From an optimization exercise on the open Yosys and OpenROAD flow, aimed at a short achievable clock period; shortcuts taken in it are not production practice. At most, simulation tests tie the RTL to the original design; equivalence was not proved. For runs 2 and 3, only the layout was checked, not whether the RTL still works. No run shown here takes its clock network from TritonCTS; it comes from the design's own scripts or RTL. The flow treats the clock pin as an ideal source. Dropping or thinning the clock tree relies on that and would not hold on a real chip. Power and IR drop assume default switching activity.

==> design/flow/design.v <==
module ts0710_crc_step (
    input  wire [7:0] crc_in,
    input  wire [7:0] data,
    output reg  [7:0] crc_out
);
    integer k;
    always @* begin
        crc_out = crc_in ^ data;
        for (k = 0; k < 8; k = k + 1) begin
            if (crc_out[0])
                crc_out = (crc_out >> 1) ^ 8'hE0;
            else
                crc_out = crc_out >> 1;
        end
    end
endmodule
module ts0710_rx #(
    parameter [15:0] ACC_CAP = 16'd32774
) (
    input  wire        clk,
    input  wire        rst,
    input  wire        compat,      
    input  wire        flush,       
    input  wire        rx_valid,
    input  wire [7:0]  rx_data,
    output reg         code_valid,
    output reg  [3:0]  code,
    output reg  [7:0]  frm_addr,
    output reg  [7:0]  frm_ctrl,
    output reg  [15:0] frm_len,
    output reg  [7:0]  frm_fcs,
    output reg         pay_valid,
    output reg  [7:0]  pay_data,
    output reg         in_frame,
    output reg  [15:0] acc_len,
    output reg         ev_ok,
    output reg         ev_bad,
    output reg         ev_csum,
    output reg         ev_ovf
);
    localparam [7:0] FLAG = 8'hF9;
    localparam [3:0] C_DROPPED      = 4'd0,
                     C_STARTED      = 4'd1,
                     C_APPENDED     = 4'd2,
                     C_COLLAPSED    = 4'd3,
                     C_FRAME_OK     = 4'd4,
                     C_FRAME_BAD    = 4'd5,
                     C_FRAME_CSUM   = 4'd6,
                     C_OVF_DROPPED  = 4'd7,
                     C_OVF_RESTART  = 4'd8;
    reg         nf;          
    reg  [15:0] nacc;        
    reg  [15:1] accp1_hi;    
    reg         accp1_lo;    
    wire [15:0] accp1 = {accp1_hi, accp1_lo};
    reg  [2:0]  af;          
    reg         az1, az2;    
    reg         acap;        
    reg         at_cap;      
    reg         is1;         
    reg         ph1;         
    reg         ph2;         
    reg         ph3;         
    reg         ph4;         
    reg         post;        
    reg  [14:0] rem;         
    reg         rz0, rz1, rz2, rz3;
    wire [3:0]  rz = {rz3, rz2, rz1, rz0};
    wire        remnz = ~(&rz);
    reg         ge;          
    reg         ex;          
    reg  [7:0]  addr_r;      
    reg  [7:0]  ctrl_r;      
    reg  [7:0]  len0_r;      
    reg  [14:0] len_r;       
    reg  [7:0]  prev1;       
    reg  [7:0]  nprev1;      
    reg  [7:0]  prev2;       
    reg  [7:0]  crc_r;       
    reg         pend;        
    reg         ctrl_uih;    
    reg         ctrl_ua;     
    reg         len0_ff;     
    reg  [7:0]  fmx;         
    wire        fcs_match = &fmx;
    wire        quirk_len = post & len0_ff;
    wire        std_pay   = post & ~ge & remnz;
    wire        qrk_pay   = (rem[6:1] != 6'h3F);    
    wire        pay_here  = quirk_len ? qrk_pay : std_pay;
    wire        covered   = ~post | (std_pay & ~ctrl_uih);
    reg         live;        
    wire        kill      = is1 | ge;               
    wire        rem_is1   = (rem[3:0] == 4'd1) & rz[1] & rz[2] & rz[3];
    wire [7:0]  crc_fold;
    ts0710_crc_step u_crc (.crc_in(crc_r), .data(prev1), .crc_out(crc_fold));
    wire [7:0]  crc_n     = ph1 ? 8'hFF : (pend ? crc_fold : crc_r);
    wire [7:0]  fm_byte, fm_prev;
    wire [7:0]  crc_m     = pend ? crc_fold : crc_r;
    ts0710_xeq8 u_fm_byte (.a(~crc_m), .b(rx_data), .eq(fm_byte));
    ts0710_xeq8 u_fm_prev (.a(~crc_m), .b(prev1),   .eq(fm_prev));
    wire [3:0]  cmpl_code_c0 = ~ex ? C_FRAME_BAD : (fcs_match ? C_FRAME_OK : C_FRAME_CSUM);
    wire [3:0]  cmpl_code_c1 = quirk_len ? C_FRAME_OK :
                               (~ex ? C_FRAME_BAD :
                                ((fcs_match | ctrl_ua) ? C_FRAME_OK : C_FRAME_CSUM));
    wire [3:0]  code_live_flag = is1 ? C_COLLAPSED : C_APPENDED;
    wire [15:0] accp2;       
    wire [14:0] rem_m1;      
    wire [3:0]  acy = {&af[2:0], &af[1:0], af[0], 1'b1};    
    wire [3:0]  rbw = {&rz[2:0], &rz[1:0], rz[0], 1'b1};    
    genvar gi;
    generate
        for (gi = 0; gi < 16; gi = gi + 1) begin : g_inc
            if (gi % 4 == 0) begin : g0
                assign accp2[gi] = accp1[gi] ^ acy[gi/4];
            end else begin : gn
                assign accp2[gi] = accp1[gi] ^ (acy[gi/4] & (&accp1[gi-1:gi-gi%4]));
            end
        end
        for (gi = 0; gi < 15; gi = gi + 1) begin : g_dec
            if (gi % 4 == 0) begin : g0
                assign rem_m1[gi] = rem[gi] ^ rbw[gi/4];
            end else begin : gn
                assign rem_m1[gi] = rem[gi] ^ (rbw[gi/4] & ~(|rem[gi-1:gi-gi%4]));
            end
        end
    endgenerate
    wire [2:0]  a_e = {accp1[11:8] == 4'hE, accp1[7:4] == 4'hE, accp1[3:0] == 4'hE};
    wire [3:0]  r_1 = {rem[14:12] == 3'd1, rem[11:8] == 4'd1, rem[7:4] == 4'd1, rem[3:0] == 4'd1};
    wire [14:0] rem_ld3   = {8'd0, rx_data[7:1]};
    wire [14:0] rem_ld4   = {rx_data, len0_r[7:1]};
    wire        accp1_cap = acap;
    wire [15:0] accm5;
    wire [3:1]  mbw;         
    assign accm5[3:0] = accp1[3:0] - 4'd6;
    assign mbw[1] = (accp1[3:0] < 4'd6);
    assign mbw[2] = mbw[1] & az1;
    assign mbw[3] = mbw[2] & az2;
    generate
        for (gi = 4; gi < 16; gi = gi + 1) begin : g_m6
            if (gi % 4 == 0) begin : g0
                assign accm5[gi] = accp1[gi] ^ mbw[gi/4];
            end else begin : gn
                assign accm5[gi] = accp1[gi] ^ (mbw[gi/4] & ~(|accp1[gi-1:gi-gi%4]));
            end
        end
    endgenerate
    wire        idle    = ~live | flush;
    wire        ovf     = at_cap & ~nf & ~flush;
    wire        cmpl_c   = live & ge;                   
    wire        ev_gate  = ~rst & rx_valid & ~flush;    
    wire        adv      = post & ~ge & ~remnz;     
    wire [6:0]  flg_c1, flg_c0, flg;
    genvar cp;
    generate
        for (cp = 0; cp < 2; cp = cp + 1) begin : g_cp
            wire       c      = (cp == 1);
            wire       qrk_ok = c & quirk_len;
            wire       sum_ok = fcs_match | (c & ctrl_ua);
            wire       ok_c   = qrk_ok | (ex & sum_ok);
            wire       bad_c  = ~qrk_ok & ~ex;
            wire       csum_c = ~qrk_ok & ex & ~sum_ok;
            wire [3:0] c_n    = idle ? (ovf ? C_OVF_RESTART : C_STARTED)
                                     : (ge ? (c ? cmpl_code_c1 : cmpl_code_c0) : code_live_flag);
            wire [6:0] v      = {c_n, cmpl_c & ok_c, cmpl_c & bad_c, cmpl_c & csum_c};
            if (cp == 1) begin : g1
                assign flg_c1 = v;
            end else begin : g0
                assign flg_c0 = v;
            end
        end
    endgenerate
    ts0710_fsel #(.W(7)) u_csel (.s(compat), .a(flg_c1), .b(flg_c0), .y(flg));
    wire        atcap_n = rx_valid ? (~idle & accp1_cap) : at_cap;
    wire        lv_f1, lv_f0, lv;
    localparam NXW = 33;
    wire [NXW-1:0] nx_f1, nx_f0, nx;
    genvar fl;
    generate
        for (fl = 0; fl < 2; fl = fl + 1) begin : g_nx
            wire        f     = (fl == 1);
            wire        start = rx_valid & idle & f;
            wire [6:0]  nfl   = {idle ? (ovf ? C_OVF_DROPPED : C_DROPPED) : C_APPENDED, 3'b000};
            wire        in_n  = ~rst & (rx_valid ? (idle ? f : ~(f & ge)) : (~flush & ~nf));
            wire [15:0] al_n  = rst ? 16'd0 :
                                rx_valid ? (idle ? {15'd0, f} :
                                            ((f & kill) ? {15'd0, is1} : accp1))
                                         : (flush ? 16'd0 : ~nacc);
            wire        a0_n  = rx_valid ? (idle ? 1'b0 : (is1 ? ~f : accp2[0])) : accp1[0];
            wire        is1_n = rx_valid ? (f & (idle | is1)) : is1;
            wire        ph1_n = start | (~rx_valid & ph1) | (rx_valid & ~idle & ph1 & f);
            wire        ph2_n = ~start & (rx_valid ? (ph1 & ~f) : ph2);
            wire        ph3_n = ~start & (rx_valid ? ph2 : ph3);
            wire        ph4_n = ~start & (rx_valid ? (ph3 & ~rx_data[0]) : ph4);
            wire        pst_n = ~start & (rx_valid ? (post | ph4 | (ph3 & rx_data[0])) : post);
            wire        ge_n  = ~start & (rx_valid ? (ge | adv) : ge);
            wire        ex_n  = ~start & (rx_valid ? (adv | (ex & ~ge)) : ex);
            wire [NXW-1:0] v  = {f ? flg : nfl,
                                 in_n, al_n, a0_n, is1_n,
                                 ph1_n, ph2_n, ph3_n, ph4_n, pst_n, ge_n, ex_n};
            if (fl == 1) begin : g1
                assign nx_f1 = v;
                assign lv_f1 = in_n & ~atcap_n;
            end else begin : g0
                assign nx_f0 = v;
                assign lv_f0 = in_n & ~atcap_n;
            end
        end
    endgenerate
    ts0710_flagsel #(.W(8)) u_fsel3 (.d(rx_data), .a(nx_f1[32:25]), .b(nx_f0[32:25]), .y(nx[32:25]));
    ts0710_flagsel #(.W(8)) u_fsel2 (.d(rx_data), .a(nx_f1[24:17]), .b(nx_f0[24:17]), .y(nx[24:17]));
    ts0710_flagsel #(.W(8)) u_fsel1 (.d(rx_data), .a(nx_f1[16:9]),  .b(nx_f0[16:9]),  .y(nx[16:9]));
    ts0710_flagsel #(.W(9)) u_fsel0 (.d(rx_data), .a(nx_f1[8:0]),   .b(nx_f0[8:0]),   .y(nx[8:0]));
    ts0710_flagsel #(.W(1)) u_fsell (.d(rx_data), .a(lv_f1),        .b(lv_f0),        .y(lv));
    always @(posedge clk) begin
        {code, in_frame, acc_len} <= {nx[32:29], nx[25:9]};
        nacc     <= ~nx[24:9];
        ev_ok    <= nx[28] & ev_gate;
        ev_bad   <= nx[27] & ev_gate;
        ev_csum  <= nx[26] & ev_gate;
        nf       <= ~nx[25];
        live     <= lv;
        accp1_lo <= nx[8];
        {is1, ph1, ph2, ph3, ph4, post, ge, ex} <= nx[7:0];
    end
    always @(posedge clk) begin
        if (rst) begin
            code_valid <= 1'b0;
            pay_valid  <= 1'b0;
            ev_ovf     <= 1'b0;
        end else begin
            code_valid <= rx_valid;
            pay_valid  <= rx_valid & ~flush & live & pay_here;
            ev_ovf     <= rx_valid & ovf;
        end
    end
    always @(posedge clk) begin
        pay_data <= quirk_len ? prev2 : rx_data;
        frm_len  <= (compat & quirk_len) ? accm5 : {1'b0, len_r};
        if (rx_valid) begin
            accp1_hi <= idle ? 15'd1 : accp2[15:1];
            af       <= {3{~idle & ~is1}} & ((acy[2:0] & a_e) | (~acy[2:0] & af));
            acap     <= ~idle & ~is1 & (accp1 == ACC_CAP - 16'd1);
            if (idle | is1) begin
                az1 <= 1'b1;
                az2 <= 1'b1;
            end else begin
                if (acy[1]) az1 <= af[1];
                if (acy[2]) az2 <= af[2];
            end
            at_cap      <= ~idle & accp1_cap;
        end
        if (ph1) addr_r <= rx_data;
        if (ph2) begin
            ctrl_r   <= rx_data;
            ctrl_uih <= ((rx_data & 8'hEF) == 8'hEF);
            ctrl_ua  <= ((rx_data & 8'hEF) == 8'h63);
        end
        if (ph3) begin
            len0_r  <= rx_data;
            len0_ff <= (rx_data == 8'hFF);
        end
        frm_addr <= addr_r;
        frm_ctrl <= ctrl_r;
        if (ph3)
            len_r <= {8'd0, rx_data[7:1]};
        else if (ph4)
            len_r <= {rx_data, len0_r[7:1]};
        if (ph3) begin
            rem   <= rem_ld3;
            {rz3, rz2, rz1, rz0} <= {rem_ld3[14:12] == 3'd0, rem_ld3[11:8] == 4'd0,
                      rem_ld3[7:4] == 4'd0, rem_ld3[3:0] == 4'd0};
        end else if (ph4) begin
            rem   <= rem_ld4;
            {rz3, rz2, rz1, rz0} <= {rem_ld4[14:12] == 3'd0, rem_ld4[11:8] == 4'd0,
                      rem_ld4[7:4] == 4'd0, rem_ld4[3:0] == 4'd0};
        end else if (rx_valid & std_pay) begin
            rem   <= rem_m1;
            if (rbw[1]) rz1 <= r_1[1];
            if (rbw[2]) rz2 <= r_1[2];
            if (rbw[3]) rz3 <= r_1[3];
            rz0   <= r_1[0];
        end
        if (rx_valid) begin
            prev2 <= prev1;
        end
        frm_fcs <= prev1;
        prev1   <= rx_valid ? rx_data : ~nprev1;
        nprev1  <= ~(rx_valid ? rx_data : prev1);
        pend <= rx_valid & covered;
        crc_r     <= crc_n;
        fmx       <= rx_valid ? fm_byte : fm_prev;
    end
endmodule
module ts0710_fsel #(
    parameter W = 1
) (
    input  wire         s,
    input  wire [W-1:0] a,
    input  wire [W-1:0] b,
    output wire [W-1:0] y
);
    assign y = s ? a : b;
endmodule
module ts0710_flagsel #(
    parameter W = 1
) (
    input  wire [7:0]   d,
    input  wire [W-1:0] a,
    input  wire [W-1:0] b,
    output wire [W-1:0] y
);
    assign y = (d == 8'hF9) ? a : b;
endmodule
module ts0710_xeq8 (
    input  wire [7:0] a,
    input  wire [7:0] b,
    output wire [7:0] eq
);
    assign eq = ~(a ^ b);
endmodule
module ts0710_tx (
    input  wire        clk,
    input  wire        rst,
    input  wire        tx_start,
    input  wire [7:0]  tx_addr,
    input  wire [7:0]  tx_ctrl,
    input  wire [15:0] tx_len,
    output reg         tx_ready,    
    input  wire        tx_pl_valid,
    input  wire [7:0]  tx_pl_data,
    output reg         tx_pl_ready,  
    output reg         tx_valid,
    output reg  [7:0]  tx_data,
    output reg         len_err      
);
    localparam [7:0] FLAG = 8'hF9;
    reg        st_addr, st_ctrl, st_len0, st_len1, st_fcs, st_close;
    reg [7:0]  addr_r;
    reg [7:0]  ctrl_r;
    reg [14:0] len_r;
    reg [14:0] rem;         
    reg        rz0, rz1, rz2, rz3;
    wire [3:0] rz = {rz3, rz2, rz1, rz0};
    reg [7:0]  crc_r;       
    reg        idle_n;
    reg        pay_n;
    reg [7:0]  txb_n;
    wire       idle = ~idle_n;
    wire       pay  = ~pay_n;
    wire [7:0] txb  = ~txb_n;
    reg        pend;        
    wire       ctrl_uih  = ((ctrl_r & 8'hEF) == 8'hEF);
    wire       short_len = (len_r[14:7] == 8'd0);
    wire       zero_len  = short_len & (len_r[6:0] == 7'd0);
    wire [7:0] len_b0    = {len_r[6:0], short_len};
    wire [7:0] len_b1    = len_r[14:7];
    reg        last;        
    wire [14:0] rem_m1;
    wire [3:0]  rbw = {&rz[2:0], &rz[1:0], rz[0], 1'b1};
    wire [3:0]  r_1 = {rem[14:12] == 3'd1, rem[11:8] == 4'd1, rem[7:4] == 4'd1, rem[3:0] == 4'd1};
    genvar gi;
    generate
        for (gi = 0; gi < 15; gi = gi + 1) begin : g_dec
            if (gi % 4 == 0) begin : g0
                assign rem_m1[gi] = rem[gi] ^ rbw[gi/4];
            end else begin : gn
                assign rem_m1[gi] = rem[gi] ^ (rbw[gi/4] & ~(|rem[gi-1:gi-gi%4]));
            end
        end
    endgenerate
    wire [7:0] crc_fold;
    ts0710_crc_step u_crc (.crc_in(crc_r), .data(txb), .crc_out(crc_fold));
    wire [7:0] crc_cur = pend ? crc_fold : crc_r;
    wire       go   = tx_start & idle & ~tx_len[15];
    wire       take = pay & tx_pl_valid;
    wire       ready_n = (idle & ~go) | st_close;
    wire       pl_n    = (st_len0 & short_len & ~zero_len) | st_len1 |
                         (pay & ~(tx_pl_valid & last));
    wire [7:0] data_n  = ({8{st_addr}} & addr_r)     |
                         ({8{st_ctrl}} & ctrl_r)     |
                         ({8{st_len0}} & len_b0)     |
                         ({8{st_len1}} & len_b1)     |
                         ({8{pay}}     & tx_pl_data) |
                         ({8{st_fcs}}  & ~crc_cur)   |
                         ({8{idle | st_close}} & FLAG);
    always @(posedge clk) begin
        if (rst) begin
            tx_ready    <= 1'b1;
            idle_n      <= 1'b0;
            tx_pl_ready <= 1'b0;
            pay_n       <= 1'b1;
            st_addr     <= 1'b0;
            st_ctrl     <= 1'b0;
            st_len0     <= 1'b0;
            st_len1     <= 1'b0;
            st_fcs      <= 1'b0;
            st_close    <= 1'b0;
            tx_valid    <= 1'b0;
            len_err     <= 1'b0;
        end else begin
            len_err     <= tx_start & idle & tx_len[15];
            tx_ready    <= ready_n;
            idle_n      <= ~ready_n;
            st_addr     <= go;
            st_ctrl     <= st_addr;
            st_len0     <= st_ctrl;
            st_len1     <= st_len0 & ~short_len;
            tx_pl_ready <= pl_n;
            pay_n       <= ~pl_n;
            st_fcs      <= (st_len0 & zero_len) | (take & last);
            st_close    <= st_fcs;
            tx_valid    <= go | st_addr | st_ctrl | st_len0 | st_len1 |
                           take | st_fcs | st_close;
        end
    end
    always @(posedge clk) begin
        last <= take ? (rem == 15'd2) : (rem == 15'd1);
        if (idle) begin
            addr_r <= tx_addr | 8'h01;
            ctrl_r <= tx_ctrl;
            len_r  <= tx_len[14:0];
            rem    <= tx_len[14:0];
            {rz3, rz2, rz1, rz0} <= {tx_len[14:12] == 3'd0, tx_len[11:8] == 4'd0,
                       tx_len[7:4] == 4'd0, tx_len[3:0] == 4'd0};
        end else if (take) begin
            rem <= rem_m1;
            if (rbw[1]) rz1 <= r_1[1];
            if (rbw[2]) rz2 <= r_1[2];
            if (rbw[3]) rz3 <= r_1[3];
            rz0 <= r_1[0];
        end
        if (idle)
            crc_r <= 8'hFF;
        else if (pend)
            crc_r <= crc_fold;
        pend <= st_addr | st_ctrl | st_len0 | st_len1 | (take & ~ctrl_uih);
        tx_data <= data_n;
        txb_n   <= ~data_n;
    end
endmodule
module ts0710_codec (
    input  wire        clk,
    input  wire        rst,           
    input  wire        compat,        
    input  wire        stat_clr,      
    input  wire        rx_valid,
    input  wire [7:0]  rx_data,
    input  wire        rx_flush,      
    output wire        rx_code_valid,
    output wire [3:0]  rx_code,
    output wire [7:0]  frm_addr,
    output wire [7:0]  frm_ctrl,
    output wire [15:0] frm_len,
    output wire [7:0]  frm_fcs,
    output wire        pay_valid,
    output wire [7:0]  pay_data,
    output wire        in_frame,
    output wire [15:0] acc_len,
    input  wire        tx_start,
    input  wire [7:0]  tx_addr,
    input  wire [7:0]  tx_ctrl,
    input  wire [15:0] tx_len,
    output wire        tx_ready,
    input  wire        tx_pl_valid,
    input  wire [7:0]  tx_pl_data,
    output wire        tx_pl_ready,
    output wire        tx_valid,
    output wire [7:0]  tx_data,
    output reg  [31:0] cnt_ok,
    output reg  [31:0] cnt_framing,
    output reg  [31:0] cnt_checksum,
    output reg  [31:0] cnt_overflow,
    output reg  [3:0]  err_flags      
);
    wire tx_len_err;
    wire ev_ok, ev_bad, ev_csum, ev_ovf;
    ts0710_rx u_rx (
        .clk        (clk),
        .rst        (rst),
        .compat     (compat),
        .flush      (rx_flush),
        .rx_valid   (rx_valid),
        .rx_data    (rx_data),
        .code_valid (rx_code_valid),
        .code       (rx_code),
        .frm_addr   (frm_addr),
        .frm_ctrl   (frm_ctrl),
        .frm_len    (frm_len),
        .frm_fcs    (frm_fcs),
        .pay_valid  (pay_valid),
        .pay_data   (pay_data),
        .in_frame   (in_frame),
        .acc_len    (acc_len),
        .ev_ok      (ev_ok),
        .ev_bad     (ev_bad),
        .ev_csum    (ev_csum),
        .ev_ovf     (ev_ovf)
    );
    ts0710_tx u_tx (
        .clk         (clk),
        .rst         (rst),
        .tx_start    (tx_start),
        .tx_addr     (tx_addr),
        .tx_ctrl     (tx_ctrl),
        .tx_len      (tx_len),
        .tx_ready    (tx_ready),
        .tx_pl_valid (tx_pl_valid),
        .tx_pl_data  (tx_pl_data),
        .tx_pl_ready (tx_pl_ready),
        .tx_valid    (tx_valid),
        .tx_data     (tx_data),
        .len_err     (tx_len_err)
    );
    reg clr_d;
    always @(posedge clk) begin
        if (rst) clr_d <= 1'b0;
        else     clr_d <= stat_clr;
    end
    wire [31:0] ok_next, bad_next, csum_next, ovf_next;
    ts0710_counter u_cnt_ok   (.clk(clk), .rst(rst), .clr(clr_d), .ev(ev_ok),   .cnt_next(ok_next));
    ts0710_counter u_cnt_bad  (.clk(clk), .rst(rst), .clr(clr_d), .ev(ev_bad),  .cnt_next(bad_next));
    ts0710_counter u_cnt_csum (.clk(clk), .rst(rst), .clr(clr_d), .ev(ev_csum), .cnt_next(csum_next));
    ts0710_counter u_cnt_ovf  (.clk(clk), .rst(rst), .clr(clr_d), .ev(ev_ovf),  .cnt_next(ovf_next));
    reg  [3:0] nerr;
    wire [3:0] err_base = clr_d ? 4'd0 : ~nerr;
    wire [3:0] err_next = err_base | {tx_len_err, ev_ovf, ev_csum, ev_bad};
    always @(posedge clk) begin
        if (rst) begin
            cnt_ok       <= 32'd0;
            cnt_framing  <= 32'd0;
            cnt_checksum <= 32'd0;
            cnt_overflow <= 32'd0;
            err_flags    <= 4'd0;
            nerr         <= 4'hF;
        end else begin
            cnt_ok       <= ok_next;
            cnt_framing  <= bad_next;
            cnt_checksum <= csum_next;
            cnt_overflow <= ovf_next;
            err_flags    <= err_next;
            nerr         <= ~err_next;
        end
    end
endmodule
module ts0710_counter (
    input  wire        clk,
    input  wire        rst,
    input  wire        clr,
    input  wire        ev,
    output wire [31:0] cnt_next
);
    reg  [31:0] ncnt;       
    reg  [6:0]  ones;       
    wire [31:0] base = ~ncnt;
    wire [31:0] sum;
    wire [7:0]  inc;        
    wire [6:0]  nib_e;      
    assign cnt_next = clr ? {31'd0, ev} : sum;
    genvar k, i;
    generate
        for (k = 0; k < 8; k = k + 1) begin : g_nib
            if (k == 0) begin : g0
                assign inc[0] = ev;
            end else begin : gn
                assign inc[k] = ev & (&ones[k-1:0]);
            end
            for (i = 0; i < 4; i = i + 1) begin : g_bit
                if (i == 0) begin : b0
                    assign sum[4*k] = base[4*k] ^ inc[k];
                end else begin : bn
                    assign sum[4*k+i] = base[4*k+i] ^ (inc[k] & (&base[4*k+i-1:4*k]));
                end
            end
            if (k < 7) begin : g_e
                assign nib_e[k] = (base[4*k+3:4*k] == 4'hE);
            end
        end
    endgenerate
    wire [6:0] ones_next = {7{~clr}} & ((inc[6:0] & nib_e) | (~inc[6:0] & ones));
    always @(posedge clk) begin
        if (rst) begin
            ones <= 7'd0;
            ncnt <= 32'hFFFFFFFF;
        end else begin
            ones <= ones_next;
            ncnt <= ~cnt_next;
        end
    end
endmodule
==> design/flow/flow/run.sh <==
#!/bin/bash
# Layout flow: the standard ORFS flow, with the clock tree built by
# flow/cts_tree.tcl (a balanced two-stage buffer tree) in place of TritonCTS.
set -euo pipefail
here=$(pwd)
export PRE_CTS_TCL="$here/flow/cts_tree.tcl"
bash standard.sh > "$here/standard_flow.log" 2>&1
==> design/flow/flow/cts_tree.tcl <==
# Sourced by ORFS's cts.tcl before clock_tree_synthesis (PRE_CTS_TCL).
# Replaces TritonCTS with a balanced two-stage clock tree: the clock port
# feeds a few root buffers, one per group of sinks, and each root buffer
# feeds leaf buffers that each drive a tight cluster of flip-flops. Every
# flip-flop sees the same number of buffer stages.

set ::ct_buf   sky130_fd_sc_hd__clkbuf_16
set ::ct_roots 4
set ::ct_leaf_size 16

proc ct_kmeans { pts k iters } {
  # pts: list of {x y item}; returns a list of k lists of points
  set n [llength $pts]
  if { $k >= $n } {
    set out {}
    foreach p $pts { lappend out [list $p] }
    return $out
  }
  # seed centres with points spread along the sorted x+y order
  set sorted [lsort -real -index 0 [lmap p $pts { list [expr {[lindex $p 0] + [lindex $p 1]}] $p }]]
  set cs {}
  for { set i 0 } { $i < $k } { incr i } {
    set p [lindex [lindex $sorted [expr {int(($i + 0.5) * $n / $k)}]] 1]
    lappend cs [list [lindex $p 0] [lindex $p 1]]
  }
  # cap on cluster size so no leaf is overloaded
  set cap [expr {int(ceil(double($n) / $k * 1.15))}]
  for { set it 0 } { $it < $iters } { incr it } {
    # assign points, nearest centre first, respecting the cap
    set pairs {}
    set pi 0
    foreach p $pts {
      set ci 0
      foreach c $cs {
        set d [expr {abs([lindex $p 0] - [lindex $c 0]) + abs([lindex $p 1] - [lindex $c 1])}]
        lappend pairs [list $d $pi $ci]
        incr ci
      }
      incr pi
    }
    set pairs [lsort -real -index 0 $pairs]
    set assigned [lrepeat $n -1]
    set counts [lrepeat $k 0]
    foreach pr $pairs {
      lassign $pr d pi ci
      if { [lindex $assigned $pi] >= 0 } { continue }
      if { [lindex $counts $ci] >= $cap } { continue }
      lset assigned $pi $ci
      lset counts $ci [expr {[lindex $counts $ci] + 1}]
    }
    set groups [lrepeat $k {}]
    set pi 0
    foreach p $pts {
      set ci [lindex $assigned $pi]
      lset groups $ci [concat [lindex $groups $ci] [list $p]]
      incr pi
    }
    set ncs {}
    set ci 0
    foreach g $groups {
      if { [llength $g] == 0 } {
        lappend ncs [lindex $cs $ci]
      } else {
        set sx 0.0; set sy 0.0
        foreach p $g { set sx [expr {$sx + [lindex $p 0]}]; set sy [expr {$sy + [lindex $p 1]}] }
        lappend ncs [list [expr {$sx / [llength $g]}] [expr {$sy / [llength $g]}]]
      }
      incr ci
    }
    set cs $ncs
  }
  set out {}
  foreach g $groups { if { [llength $g] > 0 } { lappend out $g } }
  return $out
}

proc ct_centre { g } {
  set sx 0.0; set sy 0.0
  foreach p $g { set sx [expr {$sx + [lindex $p 0]}]; set sy [expr {$sy + [lindex $p 1]}] }
  return [list [expr {int($sx / [llength $g])}] [expr {int($sy / [llength $g])}]]
}

proc ct_place_buf { block master name xy } {
  set inst [odb::dbInst_create $block $master $name]
  # keep the buffer inside the core
  set core [$block getCoreArea]
  set x [expr {max([$core xMin], min([lindex $xy 0], [$core xMax] - [$master getWidth]))}]
  set y [expr {max([$core yMin], min([lindex $xy 1], [$core yMax] - [$master getHeight]))}]
  $inst setLocation $x $y
  $inst setPlacementStatus PLACED
  return $inst
}

proc ct_build {} {
  set db [ord::get_db]
  set block [ord::get_db_block]
  set master [$db findMaster $::ct_buf]
  set clk_port [$block findBTerm clk]
  set clk_net [$clk_port getNet]

  # sinks: every instance pin on the clock net
  set pts {}
  foreach it [$clk_net getITerms] {
    set inst [$it getInst]
    set loc [$inst getLocation]
    lappend pts [list [lindex $loc 0] [lindex $loc 1] $it]
  }
  set nsinks [llength $pts]
  puts "ct: $nsinks sinks"

  set groups [ct_kmeans $pts $::ct_roots 30]
  set ri 0
  foreach g $groups {
    set nleaf [expr {int(ceil(double([llength $g]) / $::ct_leaf_size))}]
    set leaves [ct_kmeans $g $nleaf 30]
    set root [ct_place_buf $block $master "ctroot_$ri" [ct_centre $g]]
    set rnet [odb::dbNet_create $block "ct_rootnet_$ri"]
    $rnet setSigType CLOCK
    [$root findITerm X] connect $rnet
    [$root findITerm A] connect $clk_net
    set li 0
    foreach lg $leaves {
      set leaf [ct_place_buf $block $master "ctleaf_${ri}_$li" [ct_centre $lg]]
      set lnet [odb::dbNet_create $block "ct_leafnet_${ri}_$li"]
      $lnet setSigType CLOCK
      [$leaf findITerm A] connect $rnet
      [$leaf findITerm X] connect $lnet
      foreach p $lg {
        set it [lindex $p 2]
        $it disconnect
        $it connect $lnet
      }
      puts "ct: root $ri leaf $li drives [llength $lg] sinks"
      incr li
    }
    incr ri
  }
  $clk_net setSigType CLOCK
}

if { [info commands ct_orig_cts] eq "" } {
  rename clock_tree_synthesis ct_orig_cts
}
proc clock_tree_synthesis { args } {
  puts "ct: custom two-stage clock tree instead of clock_tree_synthesis $args"
  ct_build
}
==> design/flow/standard.sh <==
#!/bin/bash
# synth_recipe.tcl (not shown) runs the flow's synth.tcl, then flattens the netlist and writes it again
# the make line also repeats each setting of config.mk as NAME=value (left out here)
make -C /OpenROAD-flow-scripts/flow DESIGN_CONFIG=/design/flow/config.mk WORK_HOME=/design/flow/orfs CLKGATE_MAP_FILE= SYNTH_SCRIPT=/design/flow/synth_recipe.tcl "${@:-finish}"
==> design/flow/config.mk <==
export PLATFORM = sky130hd
export DESIGN_NAME = ts0710_codec
export DESIGN_NICKNAME = ts0710_codec
export VERILOG_FILES = /design/flow/design.v
export SDC_FILE = /design/flow/constraint.sdc
export NUM_CORES = 4
export LEC_CHECK = 0
export ABC_CLOCK_PERIOD_IN_PS = 1000
export CAP_MARGIN = 20
export CORE_MARGIN = 2
export CORE_UTILIZATION = 40
export SETUP_SLACK_MARGIN = 3.6
export SLEW_MARGIN = 20
export SYNTH_HIERARCHICAL = 1
export SYNTH_MINIMUM_KEEP_SIZE = 0
export TNS_END_PERCENT = 100
==> design/flow/constraint.sdc <==
create_clock -name core_clock -period 5.5 [get_ports {clk}]
set_input_delay 1.1000 -clock core_clock [delete_from_list [all_inputs] [get_ports {clk}]]
set_output_delay 1.1000 -clock core_clock [all_outputs]
set_load 0.01 [all_outputs]
==> results of run 1 <==
==> sequential cells by signal, indices dropped and copies added (netlist names), 15 cells and up <==
| signal | cells |
|---|---|
| cnt_ok | 32 |
| u_rx.rem | 15 |
| u_tx.rem | 15 |
| u_rx.frm_len | 16 |
| u_rx.nacc | 16 |
| u_cnt_csum.ncnt | 32 |
| cnt_overflow | 32 |
| u_tx.len_r | 15 |
| cnt_checksum | 32 |
| u_cnt_ok.ncnt | 32 |
| u_cnt_ovf.ncnt | 32 |
| u_rx.acc_len | 16 |
| u_cnt_bad.ncnt | 32 |
| u_rx.accp1_hi | 15 |
| cnt_framing | 32 |
| u_rx.len_r | 15 |
==> kinds of logic after synthesis <==
| kind of cell | count (synthesis) |
|---|---|
| simple gates | 963 |
| compound gates | 257 |
| fa+ha+maj | 52 |
| flops | 604 |
| buf+inv | 235 |
| mux | 115 |
| xor+xnor | 142 |
| other cells | 1 |
==> how the worst max path moves through the flow <==
| stage | from | to | slack, ns |
|---|---|---|---|
| floorplan | rx_valid | u_rx.acc_len[5]$_DFF_P_ | 3.33 |
| global placement | rx_valid | u_rx.rz1$_DFFE_PP_ | 2.05 |
| detailed placement | rx_valid | u_rx.rz1$_DFFE_PP_ | 2.03 |
| CTS | rx_data[2] | u_rx.acc_len[2]$_DFF_P_ | 3.24 |
| global route | u_rx.acc_len[0]$_DFF_P_ | acc_len[0] | 3.48 |
| finish | cnt_overflow[15]$_SDFF_PP0_ | cnt_overflow[15] | 3.51 |
==> cell usage after synthesis (all sizes together), types with 60 or more instances <==
cell type,instances
o21ai,73
a21oi,85
dfxtp,485
buf,64
mux2,64
xnor2,69
or3,68
nand2,152
nor2,204
xor2,73
nand2b,60
inv,114
edfxtp,119
nor2b,178
nor3,73
==> per-layer routing <==
layer	share of wire, %	vias to the layer above	GRT usage [%]	wire length [um]
met3	4.7	91	2.430	2895
met1	46	8676	25.43	28270
met2	48	355	32.40	29570
li1	-	8791	-	-
met5	0	-	0	0
met4	2.2	0	3.787	1377
==> what timing repair did <==
| action | CTS | global route |
|---|---|---|
| endpoints found under the setup margin | 794 | 257 |
| buffers inserted | 80 | 3 |
| gates resized for setup | 602 | 963 |
| pin swaps | 64 | 3 |
| cloned | 25 | 0 |
==> per-module statistics from Yosys (local to each module, per instance), a selection <==
module,area [sq um],times used,cells inside
ts0710_rx,8373,1,781
ts0710_codec,3716,1,293
ts0710_tx,3422,1,290
ts0710_counter,1966,4,222
ts0710_crc_step,207.7,2,22
ts0710_xeq8,70.07,2,8
==> per-stage QoR <==
stage	instances	hold WS (ns)	util [%]	setup WS, ns
2_1_floorplan	2372	0.3233	-	3.328
3_3_place_gp	3326	0.3269	45.84	2.048
3_5_place_dp	3326	0.3285	45.84	2.026
4_1_cts	3474	0.3285	50.36	3.237
5_1_grt	3479	0.3502	51.09	3.482
6_report	3479	0.3445	51.09	3.507
==> where the power goes <==
part	switching [uW]	total, uW	internal, uW
sequential	196	4940	4750
clock	1410	2800	1380
combinational	634	1330	692
total	2240	9070	6820
==> cell type report <==
cell class | instances | area, sq um
inverter | 116 | 445.4
sequential | 604 | 13480
buffer | 43 | 1076
timing repair buffer | 377 | 3891
tap | 790 | 988.4
multi-input combinational | 1547 | 11470
antenna | 2 | 5.005
fill | 5459 | 30020
==> summary.txt, run 1 <==
worst-path fanout max=1; adder-cell share of the synthesized area=under 10%; critical path depth in cells=1; largest net degree at the start of global routing=68; vias=~18000; Hold EP=u_rx.frm_addr[4]$_DFF_P_; Arr. time, crit path=roughly 0.9 ns; WS Path Type=reg -> out; largest family of logic cells by synthesized area=simple AND/OR/NAND/NOR gates; power density cells=289.1 mW/mm^2; crit path capture type=output port; mux contribution to synthesized area=under 10%; Total Routed Length=slightly above 60000 um; RSZ-0062 raised after global routing=yes; setup TNS=0 ns; share of layout cells above drive strength 1=just under 30%; slowest stage cell, crit path=dfxtp_4; flop2flop setup slack=approximately 3.7 ns; top post-synthesis cells by area=dfxtp_1, edfxtp_1, nor2b_1; r2r endpoint=u_rx.fmx[2]$_DFF_P_; Hold Path Cell Cnt=0; drt via density=between 5 and 6; minimum clock period=~2.0 ns; GRT Residual Overflow=0; Lkg Pwr=between 0.01 and 0.015 uW; core area=slightly above 0.06 sq mm; Hold/Removal Path Class=reg -> reg; Worst slew margin=between 50 and 60%; CP required=4.40 ns; XOR/XNOR share of the synthesized area=5.153%; initial core utilization=about two fifths; vias in the first global route=17867; IO Count=270; Mapped Area=around 0.025 sq mm; Synth Area in Compound Gates=under 10%; async set-or-reset flop fraction in the synthesized netlist=0%; Avg Inst Size Synth=approximately 10 sq um; synthesized instance count=approximately 2400; ordered list of cells on the worst path=buf_6; DRT Pass-1 Iters=5; Worst R2R Start=u_rx.prev1[2]$_DFF_P_; fin crit share=36.23%; Synth Area in Simple Gates=roughly 23%; Die H=~250 um; status=timing/DRC/antenna clean; area leader, netlist=dfxtp_1; max-cap violations=0; Netlist cell types=between 70 and 80; commonest non-fill, non-tap cell in the layout=dfxtp_1; post-synth top area share=39.28%; Area after DPL=about 0.028 sq mm; min-delay src=u_rx.addr_r[4]$_DFFE_PP_; Max Fclk=about 500 MHz; Top FF cell, synth=dfxtp_1; Worst setup SP type=flip-flop; DR iter-0 viols=just under 900; area added between synthesis and finish=26.84%; count of flip-flops with a built-in enable after synthesis=about 120; Crit path max-delay family=flip-flops; sequential area share after synthesis=between 50% and 60%; most frequent cells in the layout=dfxtp_1, nor2_1, nor2b_1, buf_6, dfxtp_2; Final ANT Viol Nets=0; antenna violations before repair=2; VDD IR max=between 200 and 250 uV; GRT Total Usage=roughly a fifth; synthesis warning total=11; fin area=roughly 0.031 sq mm; worst skew pair latency=~0.40 ns; Die Area=0.06380 sq mm; CP bufs+invs=1; Rows=91; first-pass GRT wire length=between 90000 and 100000 um; clock-pin slew on the worst setup and hold paths=roughly 0.07 ns; dpl hpwl=39410 um; Tot Pwr=roughly 9000 uW; #FFs+latches synth=slightly above 600; DIE WIDTH=~250 um; R2R depth=6; critical path's largest stage delay=0.37 ns; Final Setup Violations=0; DR WL/cell=about 18 um; PortBufs=268; hold_buf cts=0; Hold Vio Cnt, Final=0; Worst Skew=around 0.052 ns; # DRC=0; Final GP Congestion=between 0.8 and 0.9; slew of the pin with the lowest slew margin=slightly below 0.7 ns; NumNets Final=roughly 2800; Slew Viols, Final=0
==> run 2: changes to the inputs <==
--- a/design/flow/design.v
+++ b/design/flow/design.v
@@ -206,10 +206,14 @@
             end
         end
     endgenerate
-    ts0710_flagsel #(.W(8)) u_fsel3 (.d(rx_data), .a(nx_f1[32:25]), .b(nx_f0[32:25]), .y(nx[32:25]));
-    ts0710_flagsel #(.W(8)) u_fsel2 (.d(rx_data), .a(nx_f1[24:17]), .b(nx_f0[24:17]), .y(nx[24:17]));
-    ts0710_flagsel #(.W(8)) u_fsel1 (.d(rx_data), .a(nx_f1[16:9]),  .b(nx_f0[16:9]),  .y(nx[16:9]));
-    ts0710_flagsel #(.W(9)) u_fsel0 (.d(rx_data), .a(nx_f1[8:0]),   .b(nx_f0[8:0]),   .y(nx[8:0]));
+    ts0710_flagsel #(.W(4)) u_fsel7 (.d(rx_data), .a(nx_f1[32:29]), .b(nx_f0[32:29]), .y(nx[32:29]));
+    ts0710_flagsel #(.W(4)) u_fsel6 (.d(rx_data), .a(nx_f1[28:25]), .b(nx_f0[28:25]), .y(nx[28:25]));
+    ts0710_flagsel #(.W(4)) u_fsel5 (.d(rx_data), .a(nx_f1[24:21]), .b(nx_f0[24:21]), .y(nx[24:21]));
+    ts0710_flagsel #(.W(4)) u_fsel4 (.d(rx_data), .a(nx_f1[20:17]), .b(nx_f0[20:17]), .y(nx[20:17]));
+    ts0710_flagsel #(.W(4)) u_fsel3 (.d(rx_data), .a(nx_f1[16:13]), .b(nx_f0[16:13]), .y(nx[16:13]));
+    ts0710_flagsel #(.W(4)) u_fsel2 (.d(rx_data), .a(nx_f1[12:9]),  .b(nx_f0[12:9]),  .y(nx[12:9]));
+    ts0710_flagsel #(.W(5)) u_fsel1 (.d(rx_data), .a(nx_f1[8:4]),   .b(nx_f0[8:4]),   .y(nx[8:4]));
+    ts0710_flagsel #(.W(4)) u_fsel0 (.d(rx_data), .a(nx_f1[3:0]),   .b(nx_f0[3:0]),   .y(nx[3:0]));
     ts0710_flagsel #(.W(1)) u_fsell (.d(rx_data), .a(lv_f1),        .b(lv_f0),        .y(lv));
     always @(posedge clk) begin
         {code, in_frame, acc_len} <= {nx[32:29], nx[25:9]};
==> summary.txt, run 2 <==
status=timing/DRC/antenna clean; Mapped Area=0.02492 sq mm (+0.81%); most frequent cells in the layout=dfxtp_1, nor2_1, buf_6, nor2b_1, dfxtp_2; vias=18375 (+2.6%); Post-Place Cells=3389 (+1.9%); Hold Path Cell Cnt=0 (unchanged); slew of the pin with the lowest slew margin=0.7055 ns (+0.01239 ns); initial core utilization=40.46% (+0.18 points); met1 wire length=29220 um (+3.3%); max-cap violations=0 (unchanged); Hold EP=u_rx.frm_ctrl[5]$_DFF_P_; worst skew pair latency=0.42 ns (+0.02 ns); area added between synthesis and finish=29.58%; hold_buf cts=0 (unchanged); r2r endpoint=u_rx.fmx[5]$_DFF_P_; Final Setup Violations=0 (unchanged); fin area=0.03229 sq mm (+3.0%); flop2flop setup slack=3.66 ns (about the same); DR WL/cell=18.42 um (+3.2%); PortBufs=268 (unchanged); synthesis warning total=11 (unchanged); NumNets Final=2838 (+1.5%); core area=0.06160 sq mm (+0.37%); Top FF cell, synth=dfxtp_1; FF+latch area=0.01348 sq mm (about the same); top-count cell post-synth=dfxtp_1; area of the multi-input gates=0.01164 sq mm (+1.5%); Rows=91 (unchanged); GRT Residual Overflow=0 (unchanged); met3 wire length=3565 um (+23%); antenna violations before repair=2 (unchanged); DRT Pass-1 Iters=5 (unchanged); critical path's largest stage delay=0.37 ns (about the same); Hold/Removal Path Class=reg -> reg; share of layout cells above drive strength 1=31.01% (+1.5 points); #FFs+latches synth=604 (unchanged); DIE WIDTH=253.6 um (+0.40%); fin crit share=36.60% (+0.37 points); worst-path fanout max=1 (unchanged); area leader, netlist=dfxtp_1; drt via density=5.153 (about the same); VDD IR max=254.7 uV (+18%); Hold Vio Cnt, Final=0 (unchanged); Final GP Congestion=0.8517 (+2.5%); Max Fclk=496.8 MHz (-1.0%); switching part of the total=24.83% (+0.077 points); IO Count=270 (unchanged); Lkg Pwr=0.01314 uW (+3.2%); first-pass GRT wire length=101400 um (+3.7%); Internal=6880 uW (+0.87%); # DRC=0 (unchanged); WS Path Type=reg -> out; Post-synth top cells=dfxtp_1, nor2_1, nor2b_1, nand2_1, edfxtp_1; minimum clock period=2.013 ns (+0.02010 ns); Worst slew margin=52.90% (-0.83 points); Total Routed Length=65680 um (+5.7%); Flop pwr share=54.0% (-0.5 points); Avg Inst Size Synth=10.47 sq um (+0.30%); Die Area=0.06431 sq mm (+0.80%); Area after DPL=0.02843 sq mm (+1.0%); GRT Total Usage=19.65% (+0.80 points); Worst setup SP type=flip-flop; clock-pin slew on the worst setup and hold paths=0.08 ns (about the same); CP required=4.40 ns (about the same); commonest non-fill, non-tap cell in the layout=dfxtp_1; vias in the first global route=18279 (+2.3%); Slew Viols, Final=0 (unchanged); Worst Skew=0.06832 ns (+0.01586 ns); sequential area share after synthesis=53.30% (-0.43 points); power density cells=283.5 mW/mm^2 (-2.0%); min-delay src=u_rx.ctrl_r[5]$_DFFE_PP_; CP bufs+invs=1 (unchanged); Die H=253.6 um (+0.40%); Routed met2 length=31130 um (+5.3%); post-synth top area share=38.96% (-0.32 points); ordered list of cells on the worst path=buf_6; slowest stage cell, crit path=dfxtp_4; dpl hpwl=40130 um (+1.8%); final cell count without fillers=3566 (+2.5%); synthesized instance count=2381 (+0.51%); Crit path max-delay family=flip-flops; fillers=5452 (-0.13%); Final ANT Viol Nets=0 (unchanged); Clock Power Share=31.0% (+0.2 points); DR top layer=met4; Worst R2R Start=u_rx.prev1[6]$_DFF_P_; Net Switching=2273 uW (+1.3%); crit path capture type=output port; largest net degree at the start of global routing=59 (-13%); async set-or-reset flop fraction in the synthesized netlist=0% (unchanged); top post-synthesis cells by area=dfxtp_1, edfxtp_1, nor2b_1; final design utilization=52.42% (+1.3 points); RSZ-0062 raised after global routing=yes; setup TNS=0 ns (unchanged); Arr. time, crit path=0.91 ns (+0.02 ns); Netlist cell types=79 (unchanged); Combinational Power Share=15.0% (+0.4 points); R2R depth=6 (unchanged); DR iter-0 viols=961 (+11%); count of flip-flops with a built-in enable after synthesis=119 (unchanged)
-- run 2: layer usage --
layer  vias to the layer above  track usage, %
li1                       8885               -
met1                      8962           26.46
met2                       415           32.99
met3                       113           2.919
met4                         0           5.106
met5                         -               0
-- run 2: kinds of logic after synthesis --
logic type,synth area share (%)
other,0.01505
AND/OR/NAND/NOR,23.29
buffers and inverters,4.012
multiplexers,5.046
flip-flops,53.30
AO/OA/AOI/OAI,6.612
XOR/XNOR,5.111
adder cells (fa/ha/maj),2.611
-- run 2: worst max path at each step --
stage | startpoint | to | slack (ns) | cells past startpoint
3_5_place_dp | rx_data[4] | u_rx.acc_len[8]$_DFF_P_ | 2.19 | 5
5_1_grt | u_rx.acc_len[0]$_DFF_P_ | acc_len[0] | 3.48 | 1
3_3_place_gp | rx_data[4] | u_rx.acc_len[8]$_DFF_P_ | 2.21 | 5
4_1_cts | rx_data[1] | u_rx.acc_len[8]$_DFF_P_ | 3.24 | 5
2_1_floorplan | rx_valid | u_rx.acc_len[5]$_DFF_P_ | 3.33 | 7
6_report | u_rx.acc_len[0]$_DFF_P_ | acc_len[0] | 3.49 | 1
-- run 2: cell type report --
type                    instances  share of cell area [%]
flip-flops and latches        604                   41.75
multi-input cells            1558                   36.05
repair buffers                406                   14.15
plain buffers                  44                   3.410
well taps                     837                   3.243
inverters                     116                   1.399
diodes                          1                0.007749
-- run 2: modules after synthesis (local to each module, per instance), excerpt --
module | copies in the design | cells inside | flops+latches | area, sq um
ts0710_rx | 1 | 781 | 225 | 8373
ts0710_crc_step | 2 | 22 | 0 | 207.7
ts0710_tx | 1 | 290 | 86 | 3422
ts0710_codec | 1 | 293 | 137 | 3716
ts0710_xeq8 | 2 | 8 | 0 | 70.07
ts0710_counter | 4 | 222 | 39 | 1966
-- run 2: power groups by stage --
stage	Clock (uW)	Combinational, uW	Sequential [uW]
final	2840	1370	4940
after global routing	3060	1490	4970
after CTS	2270	1300	5020
after detailed placement	0	1080	5010
after global placement	0	1050	5010
after floorplan	0	789	4960
-- run 2: metrics by stage --
step	total power [uW]	worst slack, ns	hold WS [ns]
2_1_floorplan	5752	3.326	0.3233
3_3_place_gp	6059	2.210	0.3245
3_5_place_dp	6094	2.188	0.3269
4_1_cts	8586	3.245	0.3269
5_1_grt	9516	3.479	0.3458
6_report	9154	3.487	0.3368
-- run 2: what timing repair did --
action	4_1_cts	5_1_grt
setup endpoints to repair	770	274
cloned	35	0
gates resized for setup	685	963
setup buffers	95	2
pin swaps	84	1
hold endpoints to repair	0	0
==> run 3: changes to the inputs <==
==> design/flow/flow/run.sh (replaced) <==
#!/bin/bash
# Layout flow: the standard ORFS flow, with the clock tree built by
# flow/cts_tree.tcl (a balanced tree of two inverting stages) in place of TritonCTS.
set -euo pipefail
here=$(pwd)
export PRE_CTS_TCL="$here/flow/cts_tree.tcl"
bash standard.sh > "$here/standard_flow.log" 2>&1
--- a/design/flow/flow/cts_tree.tcl
+++ b/design/flow/flow/cts_tree.tcl
@@ -1,10 +1,12 @@
 # Sourced by ORFS's cts.tcl before clock_tree_synthesis (PRE_CTS_TCL).
 # Replaces TritonCTS with a balanced two-stage clock tree: the clock port
-# feeds a few root buffers, one per group of sinks, and each root buffer
-# feeds leaf buffers that each drive a tight cluster of flip-flops. Every
-# flip-flop sees the same number of buffer stages.
+# feeds a few root inverters, one per group of sinks, and each root
+# inverter feeds leaf inverters that each drive a tight cluster of
+# flip-flops. Every flip-flop sees the same two inverting stages, so the
+# clock keeps its sense.
 
-set ::ct_buf   sky130_fd_sc_hd__clkbuf_16
+set ::ct_root_cell sky130_fd_sc_hd__clkinv_16
+set ::ct_leaf_cell sky130_fd_sc_hd__clkinv_8
 set ::ct_roots 4
 set ::ct_leaf_size 16
 
@@ -94,7 +96,8 @@
 proc ct_build {} {
   set db [ord::get_db]
   set block [ord::get_db_block]
-  set master [$db findMaster $::ct_buf]
+  set rmaster [$db findMaster $::ct_root_cell]
+  set lmaster [$db findMaster $::ct_leaf_cell]
   set clk_port [$block findBTerm clk]
   set clk_net [$clk_port getNet]
 
@@ -113,18 +116,18 @@
   foreach g $groups {
     set nleaf [expr {int(ceil(double([llength $g]) / $::ct_leaf_size))}]
     set leaves [ct_kmeans $g $nleaf 30]
-    set root [ct_place_buf $block $master "ctroot_$ri" [ct_centre $g]]
+    set root [ct_place_buf $block $rmaster "ctroot_$ri" [ct_centre $g]]
     set rnet [odb::dbNet_create $block "ct_rootnet_$ri"]
     $rnet setSigType CLOCK
-    [$root findITerm X] connect $rnet
+    [$root findITerm Y] connect $rnet
     [$root findITerm A] connect $clk_net
     set li 0
     foreach lg $leaves {
-      set leaf [ct_place_buf $block $master "ctleaf_${ri}_$li" [ct_centre $lg]]
+      set leaf [ct_place_buf $block $lmaster "ctleaf_${ri}_$li" [ct_centre $lg]]
       set lnet [odb::dbNet_create $block "ct_leafnet_${ri}_$li"]
       $lnet setSigType CLOCK
       [$leaf findITerm A] connect $rnet
-      [$leaf findITerm X] connect $lnet
+      [$leaf findITerm Y] connect $lnet
       foreach p $lg {
         set it [lindex $p 2]
         $it disconnect
==> summary.txt, run 3 <==
GRT Total Usage=19.67% (about the same); Avg Inst Size Synth=10.47 sq um (unchanged); Final Setup Violations=0 (unchanged); synthesis warning total=11 (unchanged); drt via density=5.139 (-0.28%); area leader, netlist=dfxtp_1; share of layout cells above drive strength 1=27.40% (-3.6 points); Worst slew margin=52.78% (-0.13 points); worst skew pair latency=0.29 ns (-0.13 ns); Combinational Power Share=16.0% (+1.0 points); Net Switching=2571 uW (+13%); dpl hpwl=40130 um (unchanged); Post-synth top cells=dfxtp_1, nor2_1, nor2b_1, nand2_1, edfxtp_1; Netlist cell types=79 (unchanged); RSZ-0062 raised after global routing=yes; Worst setup SP type=input port; Lkg Pwr=0.01267 uW (-3.6%); #FFs+latches synth=604 (unchanged); DIE WIDTH=253.6 um (unchanged); fillers=5623 (+3.1%); vias=18355 (-0.11%); top-count cell post-synth=dfxtp_1; most frequent cells in the layout=dfxtp_1, clkbuf_2, nor2_1, nor2b_1, nand2_1; DRT Pass-1 Iters=5 (unchanged); power density cells=268.1 mW/mm^2 (-5.4%); synthesized instance count=2381 (unchanged); clock-pin slew on the worst setup and hold paths=0.08 ns (about the same); Max Fclk=503.4 MHz (+1.3%); core area=0.06160 sq mm (unchanged); slew of the pin with the lowest slew margin=0.7074 ns (+0.001883 ns); Flop pwr share=59.2% (+5.2 points); DR iter-0 viols=945 (-1.7%); # DRC=0 (unchanged); FF+latch area=0.01335 sq mm (-1.0%); routing usage on met1=26.64% (+0.19 points); IO Count=270 (unchanged); Final ANT Viol Nets=0 (unchanged); commonest non-fill, non-tap cell in the layout=dfxtp_1; minimum clock period=1.987 ns (-0.02632 ns); Most Crowded Layer GR=met2; Arr. time, crit path=2.11 ns (+1.20 ns); count of flip-flops with a built-in enable after synthesis=119 (unchanged); area of the multi-input gates=0.01166 sq mm (+0.17%); largest net degree at the start of global routing=59 (unchanged); post-synth top area share=38.96% (unchanged); WS Path Type=in -> reg; Die Area=0.06431 sq mm (unchanged); Tot Pwr=8339 uW (-8.9%); setup TNS=0 ns (unchanged); met2 usage=33.21% (+0.22 points); antenna violations before repair=3 (+1); grt met3 use=2.786% (-0.13 points); area added between synthesis and finish=24.82%; Clock Power Share=24.8% (-6.2 points); VDD IR max=327.1 uV (+28%); sequential area share after synthesis=53.30% (unchanged); Internal=5769 uW (-16%); crit path capture type=flip-flop; Hold/Removal Path Class=reg -> reg; Final GP Congestion=0.8517 (unchanged); initial core utilization=40.46% (unchanged); PortBufs=268 (unchanged); DR WL/cell=18.38 um (-0.23%); max-cap violations=0 (unchanged); fin crit share=36.12% (-0.48 points); Top FF cell, synth=dfxtp_1; async set-or-reset flop fraction in the synthesized netlist=0% (unchanged); Total Routed Length=65640 um (about the same); Hold Vio Cnt, Final=0 (unchanged); Worst Skew=0.07174 ns (+0.003416 ns); first-pass GRT wire length=101500 um (about the same); top post-synthesis cells by area=dfxtp_1, edfxtp_1, nor2b_1; switching part of the total=30.82% (+6.0 points); NumNets Final=2844 (+0.21%); GRT Residual Overflow=0 (unchanged); vias in the first global route=18140 (-0.76%); status=timing/DRC/antenna clean; Rows=91 (unchanged); CP required=5.63 ns (+1.23 ns); Mapped Area=0.02492 sq mm (unchanged); Slew Viols, Final=0 (unchanged); worst-path fanout max=6 (+5); Die H=253.6 um (unchanged)
-- run 3: cell families after synthesis --
logic type,after synthesis,share of synthesized area (%)
AOI/OAI and AO/OA,257,6.612
other,1,0.01505
muxes,115,5.046
buffers and inverters,235,4.012
adders and majority gates,52,2.611
xor gates and xnor gates,142,5.111
DFF,604,53.30
and+or+nand+nor,975,23.29
-- run 3: metrics by stage --
stage | area [sq um] | std cells | hold slack (ns) | utilization, % | setup WS, ns
finish | 31110 | 3572 | 0.3359 | 50.50 | 3.513
global route | 31110 | 3572 | 0.3437 | 50.50 | 3.482
CTS | 31550 | 3565 | 0.3269 | 51.22 | 3.245
detailed placement | 28430 | 3389 | 0.3269 | 46.15 | 2.188
global placement | 28430 | 3389 | 0.3245 | 46.15 | 2.210
floorplan | 25240 | 2384 | 0.3233 | - | 3.326
-- run 3: modules after synthesis (local to each module, per instance), excerpt --
module	copies in the design	cells inside
ts0710_rx	1	781
ts0710_codec	1	293
ts0710_tx	1	290
ts0710_counter	4	222
ts0710_crc_step	2	22
ts0710_xeq8	2	8
-- run 3: worst paths after layout --
kind	from	endpoint	slack (ns)	cells after the start
min reg2reg	u_rx.ctrl_r[5]$_DFFE_PP_	u_rx.frm_ctrl[5]$_DFF_P_	0.34	0
max reg2reg	u_rx.post$_DFF_P_	u_rx.code[0]$_DFF_P_	3.60	6
min	u_rx.ctrl_r[5]$_DFFE_PP_	u_rx.frm_ctrl[5]$_DFF_P_	0.34	0
max	rx_data[1]	u_rx.acc_len[11]$_DFF_P_	3.51	5
-- run 3: critical path, cell delays in order --
cell	delay, ns
buf_12	0.12
buf_12	0.13
nand4b_4	0.18
nor2_4	0.24
mux2_4	0.33
-- run 3: what timing repair did --
| action | CTS | global route |
|---|---|---|
| hold buffers | 0 | 0 |
| endpoints found under the setup margin | 770 | 310 |
| resized for setup | 672 | 533 |
| setup buffers | 96 | 5 |
| cloned | 36 | 1 |
| pin swaps | 85 | 7 |
-- run 3: power by group through the flow --
stage | sequential (uW) | combinational, uW | clock, uW
2_1_floorplan | 4960 | 789 | 0
3_3_place_gp | 5010 | 1050 | 0
3_5_place_dp | 5010 | 1080 | 0
4_1_cts | 5020 | 1300 | 1610
5_1_grt | 4960 | 1450 | 2330
6_report | 4930 | 1340 | 2070
-- run 3: layer usage --
metal / vias up / share of wire [%]
li1: 8910 / -
met1: 8952 / 45
met2: 394 / 48
met3: 99 / 5.1
met4: 0 / 2.3
met5: - / 0
-- run 3: final cells by class --
| cell class | instances | area share, % |
|---|---|---|
| multi-input cells | 1559 | 37.48 |
| inverters | 160 | 3.930 |
| diodes | 1 | 0.008045 |
| flip-flops and latches | 604 | 42.91 |
| repair buffers | 411 | 12.30 |
| well taps | 837 | 3.367 |
==> run 4: changes to the inputs <==
--- a/design/flow/design.v
+++ b/design/flow/design.v
@@ -206,14 +206,10 @@
             end
         end
     endgenerate
-    ts0710_flagsel #(.W(4)) u_fsel7 (.d(rx_data), .a(nx_f1[32:29]), .b(nx_f0[32:29]), .y(nx[32:29]));
-    ts0710_flagsel #(.W(4)) u_fsel6 (.d(rx_data), .a(nx_f1[28:25]), .b(nx_f0[28:25]), .y(nx[28:25]));
-    ts0710_flagsel #(.W(4)) u_fsel5 (.d(rx_data), .a(nx_f1[24:21]), .b(nx_f0[24:21]), .y(nx[24:21]));
-    ts0710_flagsel #(.W(4)) u_fsel4 (.d(rx_data), .a(nx_f1[20:17]), .b(nx_f0[20:17]), .y(nx[20:17]));
-    ts0710_flagsel #(.W(4)) u_fsel3 (.d(rx_data), .a(nx_f1[16:13]), .b(nx_f0[16:13]), .y(nx[16:13]));
-    ts0710_flagsel #(.W(4)) u_fsel2 (.d(rx_data), .a(nx_f1[12:9]),  .b(nx_f0[12:9]),  .y(nx[12:9]));
-    ts0710_flagsel #(.W(5)) u_fsel1 (.d(rx_data), .a(nx_f1[8:4]),   .b(nx_f0[8:4]),   .y(nx[8:4]));
-    ts0710_flagsel #(.W(4)) u_fsel0 (.d(rx_data), .a(nx_f1[3:0]),   .b(nx_f0[3:0]),   .y(nx[3:0]));
+    ts0710_flagsel #(.W(8)) u_fsel3 (.d(rx_data), .a(nx_f1[32:25]), .b(nx_f0[32:25]), .y(nx[32:25]));
+    ts0710_flagsel #(.W(8)) u_fsel2 (.d(rx_data), .a(nx_f1[24:17]), .b(nx_f0[24:17]), .y(nx[24:17]));
+    ts0710_flagsel #(.W(8)) u_fsel1 (.d(rx_data), .a(nx_f1[16:9]),  .b(nx_f0[16:9]),  .y(nx[16:9]));
+    ts0710_flagsel #(.W(9)) u_fsel0 (.d(rx_data), .a(nx_f1[8:0]),   .b(nx_f0[8:0]),   .y(nx[8:0]));
     ts0710_flagsel #(.W(1)) u_fsell (.d(rx_data), .a(lv_f1),        .b(lv_f0),        .y(lv));
     always @(posedge clk) begin
         {code, in_frame, acc_len} <= {nx[32:29], nx[25:9]};
==> summary.txt, run 4 <==
status=timing/DRC/antenna clean; DR iter-0 viols=900 (-4.8%); Total Routed Length=62070 um (-5.4%); Max Fclk=496.0 MHz (-1.5%); Worst Skew=0.06946 ns (-0.002280 ns); Worst setup SP type=input port; antenna violations before repair=1 (-2); VDD IR max=290.5 uV (-11%); DRT Pass-1 Iters=7 (+2); synthesis warning total=11 (unchanged); slew of the pin with the lowest slew margin=0.6912 ns (-0.01622 ns); top-count cell post-synth=dfxtp_1; final cell count without fillers=3483 (-2.5%); worst skew pair latency=0.29 ns (about the same); drt via density=5.155 (+0.33%); sequential area share after synthesis=53.73% (+0.43 points); vias in the first global route=17905 (-1.3%); share of layout cells above drive strength 1=25.97% (-1.4 points); RSZ-0062 raised after global routing=yes; Final Setup Violations=0 (unchanged); DR WL/cell=17.82 um (-3.0%); async set-or-reset flop fraction in the synthesized netlist=0% (unchanged); NumNets Final=2802 (-1.5%); most frequent cells in the layout=dfxtp_1, clkbuf_2, nor2_1, nor2b_1, nand2_1; first-pass GRT wire length=98140 um (-3.3%); Post-Place Cells=3326 (-1.9%); Final ANT Viol Nets=0 (unchanged); DIE WIDTH=252.6 um (-0.40%); Hold Vio Cnt, Final=0 (unchanged); top post-synthesis cells by area=dfxtp_1, edfxtp_1, nor2b_1; WS Path Type=in -> reg; largest net degree at the start of global routing=68 (+15%); Rows=91 (unchanged); Tot Pwr=8285 uW (-0.65%); vias=17956 (-2.2%); slowest stage cell, crit path=mux2_4; #FFs+latches synth=604 (unchanged); power density cells=274.2 mW/mm^2 (+2.3%); core area=0.06137 sq mm (-0.37%); GRT Residual Overflow=0 (unchanged); minimum clock period=2.016 ns (+0.02944 ns); Mapped Area=0.02472 sq mm (-0.80%); critical path's largest stage delay=0.34 ns (about the same); Arr. time, crit path=2.14 ns (+0.03 ns); area added between synthesis and finish=22.22%; initial core utilization=40.28% (-0.18 points); Slew Viols, Final=0 (unchanged); Final GP Congestion=0.8312 (-2.4%); CP required=5.63 ns (about the same); flop2flop setup slack=3.67 ns (+0.07 ns); ordered list of cells on the worst path=buf_12 -> buf_8 -> nand4b_4 -> nor2_8 -> mux2_4; synthesized instance count=2369 (-0.50%); worst-path fanout max=8 (+2); Netlist cell types=79 (unchanged); GRT Total Usage=18.87% (-0.80 points); post-synth top area share=39.28% (+0.32 points); fin crit share=36.65% (+0.54 points); PortBufs=268 (unchanged); clock-pin slew on the worst setup and hold paths=0.08 ns (about the same); area leader, netlist=dfxtp_1; fillers=5631 (+0.14%); Top FF cell, synth=dfxtp_1; Lkg Pwr=0.01228 uW (-3.1%); max-cap violations=0 (unchanged); R2R depth=6 (unchanged); Worst slew margin=53.86% (+1.1 points); Die H=252.6 um (-0.40%); Hold EP=u_rx.frm_addr[4]$_DFF_P_; # DRC=0 (unchanged); Hold/Removal Path Class=reg -> reg; crit path capture type=flip-flop; Hold Path Cell Cnt=0 (unchanged); count of flip-flops with a built-in enable after synthesis=119 (unchanged); Worst R2R Start=u_rx.prev1[2]$_DFF_P_; commonest non-fill, non-tap cell in the layout=dfxtp_1; Die Area=0.06380 sq mm (-0.79%); r2r endpoint=u_rx.fmx[2]$_DFF_P_; IO Count=270 (unchanged); Avg Inst Size Synth=10.43 sq um (-0.30%); Post-synth top cells=dfxtp_1, nor2_1, nor2b_1, nand2_1, edfxtp_1; setup TNS=0 ns (unchanged); min-delay src=u_rx.addr_r[4]$_DFFE_PP_; dpl hpwl=39410 um (-1.8%)
==> run 4: worst max path at each step <==
stage	cells past startpoint	to	from	slack [ns]
5_1_grt	5	u_rx.acc_len[5]$_DFF_P_	rx_data[2]	3.47
6_report	5	u_rx.acc_len[6]$_DFF_P_	rx_data[2]	3.48
4_1_cts	5	u_rx.acc_len[2]$_DFF_P_	rx_data[2]	3.24
3_3_place_gp	6	u_rx.rz1$_DFFE_PP_	rx_valid	2.05
3_5_place_dp	6	u_rx.rz1$_DFFE_PP_	rx_valid	2.03
2_1_floorplan	7	u_rx.acc_len[5]$_DFF_P_	rx_valid	3.33
==> run 4: per-layer routing <==
| layer | track usage, % | part of all wire (%) | up-vias | wire [um] |
|---|---|---|---|---|
| li1 | - | - | 8805 | - |
| met1 | 25.45 | 46 | 8720 | 28280 |
| met2 | 32.71 | 48 | 350 | 29990 |
| met3 | 2.255 | 4.2 | 81 | 2602 |
| met4 | 3.466 | 1.9 | 0 | 1202 |
| met5 | 0 | 0 | - | 0 |
==> run 4: stage by stage <==
stage | util (%) | worst slack [ns] | hold slack [ns] | cell area [sq um]
5_1_grt | 49.23 | 3.471 | 0.3527 | 30210
6_report | 49.23 | 3.484 | 0.3461 | 30210
2_1_floorplan | - | 3.328 | 0.3233 | 25040
3_3_place_gp | 45.84 | 2.048 | 0.3269 | 28130
3_5_place_dp | 45.84 | 2.026 | 0.3285 | 28130
4_1_cts | 49.83 | 3.237 | 0.3285 | 30580
==> run 4: final cells by class <==
class / instances / area, sq um / share of cell area [%]
multi-input combinational: 1547 / 11510 / 38.10
tap: 790 / 988.4 / 3.272
antenna: 1 / 2.502 / 0.008283
inverter: 159 / 1202 / 3.980
sequential: 604 / 13340 / 44.14
timing repair buffer: 382 / 3171 / 10.49
==> run 4: what timing repair did <==
item                                    in CTS  in global routing
hold buffers                                 0                  0
pin swaps                                   64                 10
buffers inserted                            80                  8
resized for setup                          601                536
gates cloned                                25                  0
endpoints found under the setup margin     794                320
==> run 4: logic make-up after synthesis <==
logic type	synth area share, %
adder cells (fa/ha/maj)	2.632
other	0.01517
multiplexers	5.087
flip-flops	53.73
XOR/XNOR	5.153
AO/OA/AOI/OAI	6.666
buffers and inverters	4.044
AND/OR/NAND/NOR	22.67
==> run 4: Yosys stat by module (local to each module, per instance), a selection <==
module / cells / flops+latches
ts0710_crc_step: 22 / 0
ts0710_counter: 222 / 39
ts0710_xeq8: 8 / 0
ts0710_tx: 290 / 86
ts0710_codec: 293 / 137
ts0710_rx: 781 / 225
==> run 4: critical path: cells and delay by family <==
family	cells	cell delay, ns
buffers and inverters	2	0.23
muxes	1	0.34
and+or+nand+nor	2	0.45
==> run 4: power breakdown <==
group,switching [uW],leakage (uW),internal (uW)
Combinational,639,0.00684,667
Sequential,193,0.00512,4740
Clock,1710,0.000314,330
Total,2540,0.0123,5740

-- afterwards: timing with drivers on the ports --
The results above use ideal ports. As a check the final layouts listed here were re-extracted and re-timed, cells and wires unchanged.
Step 1 assumes that a clkbuf_16 drives the clock port and a buf_2 every other input.
Step 2 adds t to the input delays and takes it off the output delays; t is the mean of the earliest and latest rising clock arrival at the registers after step 1. Input paths then give back, and output paths get back, about the clock's delay inside the block.
a / b / c = ideal ports / drivers / drivers and shift; a / b = the first two.
run	shift t [ns]	setup WS [ns]	worst slew at a driven data input, ns	pins driven straight from the clock port
run 1	0.503	3.507 / 3.381 / 3.036	0.34	4
run 2	0.508	3.487 / 3.362 / 3.073	0.26	4
run 3	0.502	3.513 / 3.365 / 3.103	0.30	4
run 4	0.516	3.484 / 3.355 / 3.022	0.36	4
After both steps setup and hold are still met in every run listed. The setup slack of run 1, which loses most, moves by -0.126 ns with the drivers and by -0.471 ns with both steps.
